This is an optimization exercise on Yosys and OpenROAD, whose aim is small area, a short achievable clock period and few clock cycles per item, not a production implementation. Function was checked by simulation only, so behaviour that the tests miss may differ from the original.

<file path="flow/design.v">
module fp_round #(
    parameter W = 28
) (
    input  wire              sign,
    input  wire signed [11:0] exp,
    input  wire [W-1:0]      sig,
    input  wire              sticky,
    output wire [31:0]       res
);
    reg [6:0] lzc;
    integer i;
    always @(*) begin
        lzc = W[6:0];
        for (i = 0; i < W; i = i + 1)
            if (sig[i]) lzc = W[6:0] - 1 - i[6:0];
    end
    wire signed [12:0] be_norm = {exp[11], exp} + 13'sd127 - {6'd0, lzc};
    wire signed [12:0] sh_sub  = {exp[11], exp} + 13'sd126;  
    reg [W+1:0] shifted;    
    reg         st_sh;
    reg [7:0]   be_out;
    reg         ovf;
    integer     rsh;
    always @(*) begin
        st_sh   = 1'b0;
        rsh     = 0;
        ovf     = 1'b0;
        shifted = {sig, 2'b00};
        if (be_norm >= 13'sd1) begin
            shifted = {sig, 2'b00} << lzc;
            be_out  = be_norm[7:0];
            ovf     = (be_norm > 13'sd254);
        end else begin
            be_out = 8'd0;
            if (sh_sub >= 13'sd0) begin
                shifted = {sig, 2'b00} << sh_sub[6:0];
            end else begin
                rsh = -sh_sub;
                if (rsh > W + 2) rsh = W + 2;
                shifted = {sig, 2'b00} >> rsh;
                st_sh   = |({sig, 2'b00} & ~({(W+2){1'b1}} << rsh));
            end
        end
    end
    wire [23:0] mant  = shifted[W+1:W-22];
    wire        guard = shifted[W-23];
    wire        rest  = |shifted[W-24:0] | st_sh | sticky;
    wire        rup   = guard & (rest | mant[0]);
    wire [30:0] mag   = {be_out, mant[22:0]} + {30'd0, rup};
    assign res = ovf ? {sign, 8'hFF, 23'd0} : {sign, mag};
endmodule
module fp_add (
    input  wire [31:0] a,
    input  wire [31:0] b,
    output reg  [31:0] y
);
    wire a_nan = (a[30:23] == 8'hFF) && (a[22:0] != 0);
    wire b_nan = (b[30:23] == 8'hFF) && (b[22:0] != 0);
    wire a_inf = (a[30:23] == 8'hFF) && (a[22:0] == 0);
    wire b_inf = (b[30:23] == 8'hFF) && (b[22:0] == 0);
    wire        swap = (b[30:0] > a[30:0]);
    wire [31:0] x    = swap ? b : a;
    wire [31:0] z    = swap ? a : b;
    wire [7:0]  ex   = (x[30:23] == 0) ? 8'd1 : x[30:23];
    wire [7:0]  ez   = (z[30:23] == 0) ? 8'd1 : z[30:23];
    wire [23:0] mx   = {x[30:23] != 0, x[22:0]};
    wire [23:0] mz   = {z[30:23] != 0, z[22:0]};
    wire [7:0]  d    = ex - ez;
    wire [4:0]  dsh  = (d > 8'd27) ? 5'd27 : d[4:0];
    wire [26:0] zx     = {mz, 3'b000};
    wire [26:0] zal    = zx >> dsh;
    wire        zst    = |(zx & ~({27{1'b1}} << dsh));
    wire [26:0] zal_s  = {zal[26:1], zal[0] | zst};
    wire [26:0] xal    = {mx, 3'b000};
    wire        sub    = x[31] ^ z[31];
    wire [27:0] sum    = sub ? ({1'b0, xal} - {1'b0, zal_s}) : ({1'b0, xal} + {1'b0, zal_s});
    wire [31:0] rnd;
    fp_round #(.W(28)) u_round (
        .sign  (x[31]),
        .exp   ($signed({4'd0, ex}) - 12'sd127 + 12'sd1),
        .sig   (sum),
        .sticky(1'b0),
        .res   (rnd)
    );
    always @(*) begin
        if (a_nan || b_nan || (a_inf && b_inf && (a[31] != b[31])))
            y = 32'h7FC00000;
        else if (a_inf)
            y = a;
        else if (b_inf)
            y = b;
        else if (sum == 28'd0)
            y = {a[31] & b[31], 31'd0};
        else
            y = rnd;
    end
endmodule
module fp_mul (
    input  wire [31:0] a,
    input  wire [31:0] b,
    output reg  [31:0] y
);
    wire a_nan  = (a[30:23] == 8'hFF) && (a[22:0] != 0);
    wire b_nan  = (b[30:23] == 8'hFF) && (b[22:0] != 0);
    wire a_inf  = (a[30:23] == 8'hFF) && (a[22:0] == 0);
    wire b_inf  = (b[30:23] == 8'hFF) && (b[22:0] == 0);
    wire a_zero = (a[30:0] == 0);
    wire b_zero = (b[30:0] == 0);
    wire sgn    = a[31] ^ b[31];
    wire [7:0]  ea = (a[30:23] == 0) ? 8'd1 : a[30:23];
    wire [7:0]  eb = (b[30:23] == 0) ? 8'd1 : b[30:23];
    wire [23:0] ma = {a[30:23] != 0, a[22:0]};
    wire [23:0] mb = {b[30:23] != 0, b[22:0]};
    wire [47:0] prod = ma * mb;
    wire [31:0] rnd;
    fp_round #(.W(48)) u_round (
        .sign  (sgn),
        .exp   ($signed({4'd0, ea}) + $signed({4'd0, eb}) - 12'sd253),
        .sig   (prod),
        .sticky(1'b0),
        .res   (rnd)
    );
    always @(*) begin
        if (a_nan || b_nan || (a_zero && b_inf) || (a_inf && b_zero))
            y = 32'h7FC00000;
        else if (a_inf || b_inf)
            y = {sgn, 8'hFF, 23'd0};
        else if (a_zero || b_zero)
            y = {sgn, 31'd0};
        else
            y = rnd;
    end
endmodule
module fp_div (
    input  wire        clk,
    input  wire        rst,
    input  wire        start,
    input  wire [31:0] a,
    input  wire [31:0] b,
    output reg         done,
    output wire [31:0] y
);
    wire a_nan  = (a[30:23] == 8'hFF) && (a[22:0] != 0);
    wire b_nan  = (b[30:23] == 8'hFF) && (b[22:0] != 0);
    wire a_inf  = (a[30:23] == 8'hFF) && (a[22:0] == 0);
    wire b_inf  = (b[30:23] == 8'hFF) && (b[22:0] == 0);
    wire a_zero = (a[30:0] == 0);
    wire b_zero = (b[30:0] == 0);
    wire sgn    = a[31] ^ b[31];
    wire [7:0]  ea = (a[30:23] == 0) ? 8'd1 : a[30:23];
    wire [7:0]  eb = (b[30:23] == 0) ? 8'd1 : b[30:23];
    wire [23:0] ma = {a[30:23] != 0, a[22:0]};
    wire [23:0] mb = {b[30:23] != 0, b[22:0]};
    reg [4:0] lza, lzb;
    integer i;
    always @(*) begin
        lza = 5'd0;
        lzb = 5'd0;
        for (i = 0; i < 24; i = i + 1) begin
            if (ma[i]) lza = 5'd23 - i[4:0];
            if (mb[i]) lzb = 5'd23 - i[4:0];
        end
    end
    reg        special;
    reg [31:0] spec_val;
    always @(*) begin
        special  = 1'b1;
        spec_val = 32'h7FC00000;
        if (a_nan || b_nan || (a_zero && b_zero) || (a_inf && b_inf))
            spec_val = 32'h7FC00000;
        else if (a_inf || b_zero)
            spec_val = {sgn, 8'hFF, 23'd0};
        else if (a_zero || b_inf)
            spec_val = {sgn, 31'd0};
        else
            special = 1'b0;
    end
    reg               q_sign;
    reg signed [11:0] q_exp;
    reg        [24:0] rem;
    reg        [23:0] dvs;
    reg        [26:0] quo;
    reg        [4:0]  cnt;
    reg               busy;
    reg               q_special;
    reg        [31:0] q_spec_val;
    wire [24:0] diff = rem - {1'b0, dvs};
    wire        ge   = (rem >= {1'b0, dvs});
    always @(posedge clk) begin
        done <= 1'b0;
        if (rst) begin
            busy <= 1'b0;
        end else if (start) begin
            q_sign     <= sgn;
            q_exp      <= $signed({4'd0, ea}) - $signed({7'd0, lza})
                        - $signed({4'd0, eb}) + $signed({7'd0, lzb});
            rem        <= {1'b0, ma << lza};
            dvs        <= mb << lzb;
            quo        <= 27'd0;
            cnt        <= 5'd26;
            busy       <= 1'b1;
            q_special  <= special;
            q_spec_val <= spec_val;
        end else if (busy) begin
            quo <= {quo[25:0], ge};
            rem <= (ge ? diff : rem) << 1;
            cnt <= cnt - 5'd1;
            if (cnt == 5'd0) begin
                busy <= 1'b0;
                done <= 1'b1;
            end
        end
    end
    wire [31:0] rnd;
    fp_round #(.W(27)) u_round (
        .sign  (q_sign),
        .exp   (q_exp),
        .sig   (quo),
        .sticky(rem != 25'd0),
        .res   (rnd)
    );
    assign y = q_special ? q_spec_val : rnd;
endmodule
module pid_eval (
    input  wire        clk,
    input  wire        rst,
    input  wire        start,
    input  wire [31:0] sp,
    input  wire [31:0] meas,
    input  wire [31:0] kp,
    input  wire [31:0] ki,
    input  wire [31:0] kd,
    input  wire [31:0] bias,
    input  wire [31:0] dt,
    output wire        ready,
    output reg         done,
    output reg  [31:0] out,
    output wire [31:0] integral,
    output wire [31:0] prev_err
);
    localparam S_IDLE  = 4'd0,
               S_ERR   = 4'd1,    
               S_EDT   = 4'd2,    
               S_INT   = 4'd3,    
               S_DE    = 4'd4,    
               S_DIV   = 4'd5,    
               S_P     = 4'd6,    
               S_I     = 4'd7,    
               S_PI    = 4'd8,    
               S_D     = 4'd9,    
               S_PID   = 4'd10,   
               S_OUT   = 4'd11;   
    reg [3:0]  state;
    reg [31:0] r_sp, r_meas, r_kp, r_ki, r_kd, r_bias, r_dt;
    reg [31:0] r_int, r_prev;
    reg [31:0] r_err, r_t, r_de, r_p, r_acc;
    reg  [31:0] add_a, add_b;
    wire [31:0] add_y;
    fp_add u_add (.a(add_a), .b(add_b), .y(add_y));
    reg  [31:0] mul_a, mul_b;
    wire [31:0] mul_y;
    fp_mul u_mul (.a(mul_a), .b(mul_b), .y(mul_y));
    wire        div_start = (state == S_DE);
    wire        div_done;
    wire [31:0] div_y;
    fp_div u_div (
        .clk  (clk),
        .rst  (rst),
        .start(div_start),
        .a    (add_y),
        .b    (r_dt),
        .done (div_done),
        .y    (div_y)
    );
    function [31:0] negate;
        input [31:0] v;
        negate = ((v[30:23] == 8'hFF) && (v[22:0] != 0)) ? v : {~v[31], v[30:0]};
    endfunction
    always @(*) begin
        add_a = r_acc;
        add_b = r_bias;
        mul_a = r_err;
        mul_b = r_dt;
        case (state)
            S_ERR: begin add_a = r_sp;  add_b = negate(r_meas); end
            S_INT: begin add_a = r_int; add_b = r_t;            end
            S_DE:  begin add_a = r_err; add_b = negate(r_prev); end
            S_PI:  begin add_a = r_p;   add_b = r_t;            end
            S_PID: begin add_a = r_acc; add_b = r_t;            end
            default: ;
        endcase
        case (state)
            S_P: begin mul_a = r_kp; mul_b = r_err; end
            S_I: begin mul_a = r_ki; mul_b = r_int; end
            S_D: begin mul_a = r_kd; mul_b = r_de;  end
            default: ;
        endcase
    end
    assign ready    = (state == S_IDLE);
    assign integral = r_int;
    assign prev_err = r_prev;
    always @(posedge clk) begin
        done <= 1'b0;
        if (rst) begin
            state  <= S_IDLE;
            r_int  <= 32'd0;
            r_prev <= 32'd0;
        end else begin
            case (state)
                S_IDLE: if (start) begin
                    r_sp   <= sp;
                    r_meas <= meas;
                    r_kp   <= kp;
                    r_ki   <= ki;
                    r_kd   <= kd;
                    r_bias <= bias;
                    r_dt   <= dt;
                    state  <= S_ERR;
                end
                S_ERR: begin r_err <= add_y; state <= S_EDT; end
                S_EDT: begin r_t   <= mul_y; state <= S_INT; end
                S_INT: begin r_int <= add_y; state <= S_DE;  end
                S_DE:  begin r_de  <= add_y; state <= S_DIV; end
                S_DIV: if (div_done) begin r_de <= div_y; state <= S_P; end
                S_P:   begin r_p   <= mul_y; state <= S_I;   end
                S_I:   begin r_t   <= mul_y; state <= S_PI;  end
                S_PI:  begin r_acc <= add_y; state <= S_D;   end
                S_D:   begin r_t   <= mul_y; state <= S_PID; end
                S_PID: begin r_acc <= add_y; state <= S_OUT; end
                S_OUT: begin
                    out    <= add_y;
                    r_prev <= r_err;
                    done   <= 1'b1;
                    state  <= S_IDLE;
                end
                default: state <= S_IDLE;
            endcase
        end
    end
endmodule
</file>
<file path="flow/run.sh">
#!/bin/bash
# synth_recipe.tcl (not shown) runs the flow's synth.tcl, then flattens the netlist and writes it again
# the make line also repeats each setting of config.mk as NAME=value (left out here)
make -C /OpenROAD-flow-scripts/flow DESIGN_CONFIG=/design/flow/config.mk WORK_HOME=/design/flow/orfs CLKGATE_MAP_FILE= SYNTH_SCRIPT=/design/flow/synth_recipe.tcl finish
</file>
<file path="flow/config.mk">
export PLATFORM = sky130hd
export DESIGN_NAME = pid_eval
export DESIGN_NICKNAME = pid_eval
export VERILOG_FILES = /design/flow/design.v
export SDC_FILE = /design/flow/constraint.sdc
export NUM_CORES = 4
export LEC_CHECK = 0
export CAP_MARGIN = 20
export CORE_MARGIN = 2
export CORE_UTILIZATION = 40
export SLEW_MARGIN = 20
</file>
<file path="flow/constraint.sdc">
create_clock -name core_clock -period 20.0 [get_ports {clk}]
set_input_delay 4.0000 -clock core_clock [delete_from_list [all_inputs] [get_ports {clk}]]
set_output_delay 4.0000 -clock core_clock [all_outputs]
set_load 0.01 [all_outputs]
</file>
==> run notes <==
==> layout by cell type (no fill, tap or decap), types with 55 or more instances in the layout <==
| cell type | instances |
|---|---|
| a21o_1 | 96 |
| edfxtp_1 | 514 |
| nand2_1 | 1036 |
| buf_4 | 632 |
| a222oi_1 | 67 |
| xor2_1 | 84 |
| and2_1 | 55 |
| ha_1 | 377 |
| a211oi_1 | 166 |
| inv_1 | 792 |
| nor2b_1 | 73 |
| clkbuf_16 | 76 |
| xnor2_1 | 141 |
| nand4_1 | 104 |
| a31oi_1 | 82 |
| o21ai_0 | 539 |
| or2_2 | 66 |
| a22oi_1 | 119 |
| o211ai_1 | 143 |
| clkdlybuf4s50_1 | 323 |
| nor4_1 | 95 |
| a221oi_1 | 59 |
| o22ai_1 | 117 |
| a21oi_1 | 645 |
| nor2_1 | 1306 |
| dfxtp_1 | 67 |
| nand2b_1 | 111 |
| o31ai_1 | 72 |
| or3_1 | 59 |
| o21a_1 | 68 |
| nor3_1 | 207 |
| fa_1 | 495 |
| mux2_2 | 98 |
| mux2i_1 | 373 |
| and3_1 | 67 |
| nand3_1 | 214 |
==> through the flow <==
stage | hold slack [ps] | cell area (um^2) | instances | setup TNS, ps
floorplan | 491 | 80400 | 10100 | 0
global placement | 526 | 89900 | 13048 | 0
detailed placement | 524 | 89900 | 13052 | -258
CTS | 525 | 92600 | 13186 | 0
global route | 549 | 93000 | 13205 | -70.9
finish | 528 | 93000 | 13210 | 0
==> cells by family (layout without fill, tap and decap cells) <==
logic type,after synthesis,after routing
other cells,1,12
flops,585,585
xor+xnor,251,251
mux,507,507
simple gates,3573,3573
fa+ha+maj,876,876
compound gates,2831,2831
buf+inv,1474,1919
==> worst min path at each step <==
stage / endpoint / slack (ps) / cells after the start
2_1_floorplan: u_div.done / 490 / 1
3_3_place_gp: r_prev[31] / 530 / 2
3_5_place_dp: r_prev[31] / 520 / 2
4_1_cts: r_prev[31] / 520 / 2
5_1_grt: r_prev[31] / 550 / 2
6_report: r_prev[31] / 530 / 2
==> metal layers <==
metal  track usage, %  routed length (um)
met5                0                  76
met4             29.5               38300
met3             7.14               34700
met2             66.4              198000
met1             47.3              155000
==> layout make-up <==
| class | instances | share of cell area (%) |
|---|---|---|
| multi-input combinational | 8041 | 63.3 |
| sequential | 585 | 18.1 |
| timing repair buffer | 972 | 8.84 |
| tap | 2656 | 3.57 |
| inverter | 813 | 3.28 |
| clock buffer | 90 | 2.13 |
| clock inverter | 44 | 0.724 |
| antenna | 9 | 0.0242 |
==> worst reg2reg max path: cells and delay by family (launching register included) <==
kind,cells,cell delay [ps]
AOI/OAI and AO/OA,40,7380
xor gates and xnor gates,2,350
adders and majority gates,10,3340
buffers and inverters,13,1990
DFF,1,420
muxes,4,730
and+or+nand+nor,22,4680
==> what timing repair did <==
action / CTS / global route
setup buffers: 0 / 13
setup endpoints to repair: 5 / 37
hold buffers: 0 / 0
pin swaps: 0 / 14
gates resized for setup: 3 / 56
==> results.sh <==
export IMPL_n_fill_cell=19827
export IMPL_synth_top_cells_by_count="1323 x nor2_1, 1038 x nand2_1, 793 x inv_1, 660 x a21oi_1, 553 x o21ai_0"
export IMPL_cts_tree="done"
export IMPL_setup_ws_ps=870
export IMPL_place_ws_ps=-83.8
export IMPL_yosysMostFrequentCell="nor2_1"
export IMPL_fin_skew_ps=57.6
export IMPL_path_depth=91
export IMPL_synth_xor_area_share_pct=2.78
export IMPL_grt_first_pass_wirelength_mm=604
export IMPL_antenna_found_initial=19
export IMPL_cts_made_buffers=73
export IMPL_dp_hpwl_mm=338
export IMPL_viasPerCell=6.47
export IMPL_status="no timing/DRC/antenna violations"
export IMPL_seq_area_frac_synth_pct=21.0
export IMPL_muxShareOfSynthArea_pct=6.95
export IMPL_ys_types=127
export IMPL_cp_required_ps=20470
export IMPL_multi_input_area_um2=58800
export IMPL_post_drt_wl_per_cell_um=32.2
export IMPL_maxCapViolCount=0
export IMPL_maxSlewHeadroom_pct=17.0
export IMPL_crit_path_start="state[0]"
export IMPL_ant_nets=0
export IMPL_fmax_ghz=0.0523
export IMPL_grt_pass1_vias=83082
export IMPL_first_pass_iters=9
export IMPL_crit_fanout=23
export IMPL_cts_root_buf="clkbuf_16"
export IMPL_synth_compound_area_share_pct=23.7
export IMPL_fp_dieArea_um2=204000
export IMPL_die_y_um=452
export IMPL_crit_family="compound AO/OA/AOI/OAI gates"
export IMPL_worst_pin_slew_ps=1240
export IMPL_pin_count=325
export IMPL_final_max_slew_viol_count=0
export IMPL_crit_top_cell="a21oi_1"
export IMPL_hp_start="r_prev[31]"
export IMPL_port_buffer_count=324
export IMPL_finalCritPeriodShare_pct=95.7
export IMPL_slowest_delay_ps=510
export IMPL_clock_path_buffers=3
export IMPL_cpMaxStageDelayCell="or4_4"
export IMPL_initial_core_util_pct=40.2
export IMPL_die_x_um=452
export IMPL_path_buf_inv=13
export IMPL_yosys_area_share_simple_pct=20.3
export IMPL_reg2reg_from="state[0]"
export IMPL_rr_worst_depth=91
export IMPL_final_util_pct=46.6
export IMPL_synthArstFlopShare_pct=0
export IMPL_clk_pin_slew_ps=60
export IMPL_crit_arrival_ps=19600
export IMPL_synth_top_cell_area_share_pct=19.2
export IMPL_synth_cells=10098
export IMPL_wirelength_mm=426
export IMPL_core_area_um2=200000
export IMPL_gr_usage_all_layers_pct=40.4
export IMPL_drtIter0Drc=10292
export IMPL_syn_area_um2=80300
export IMPL_grt_max_degree=74
export IMPL_syn2layout_area_growth_pct=15.7
export IMPL_drive_above_1_share_pct=11.6
export IMPL_synthAdderAreaFrac_pct=18.3
export IMPL_fin_nets=11588
export IMPL_yosysTopAreaCell="edfxtp_1"
export IMPL_num_vias=85482
export IMPL_reg2reg_to="u_div.q_exp[10]"
export IMPL_clk_latency_ps=730
export IMPL_place_gp_congestion=1.05
export IMPL_drc=0
export IMPL_ys_seq_elements=585
export IMPL_gr_total_overflow=0
export IMPL_critPathKind="reg -> reg"
export IMPL_synth_top_family_by_area="compound AO/OA/AOI/OAI gates"
export IMPL_endpoint="u_div.q_exp[10]"
export IMPL_htreeDepth=3
export IMPL_fin_crit_ps=19130
export IMPL_crit_path_start_kind="register"
export IMPL_ys_top_cells_by_area="edfxtp_1 19%, fa_1 12%, nor2_1 6.2%"
export IMPL_ff2ff_setup_slack_ps=870
export IMPL_synth_warnings=7
export IMPL_seq_area_um2=16900
export IMPL_clock_sinks=585
export IMPL_ys_flop_type="edfxtp_1"
export IMPL_row_count=164
export IMPL_final_hold_violation_count=0
export IMPL_crit_path_end_kind="register"
export IMPL_synth_edf_count=514
export IMPL_setup_viol_count_final=0
export IMPL_min_path_type="reg -> reg"
export IMPL_syn_avg_cell_area_um2=7.96
Testbench counts, summed over its fixed seeds: cycles 187,200, items 4,800.

[re-timing with driven ports]
The flow's constraints put no driver on any port. The routed layout listed below was extracted and timed again, unchanged, in two steps. Step 1: set_driving_cell puts a clkbuf_16 on clk and a buf_2 on each other input, an assumption about the parent block. Step 2, shift: input delay + t, output delay - t, t = (earliest + latest rising clock arrival at the registers) / 2. This alone moves slack from input paths to output paths. Slacks: ideal / step 1 / step 2; pairs: ideal / step 1.
t, ns: 0.776
setup WS [ns]: 0.870 / 0.870 / 0.870
hold WS [ns]: 0.528 / 0.528 / 0.528
worst data-port slew with drivers (ns): 0.14
After both steps this run still meets setup and hold. The setup slack of this run moves by 0.000 ns with the drivers and by 0.000 ns with both steps.
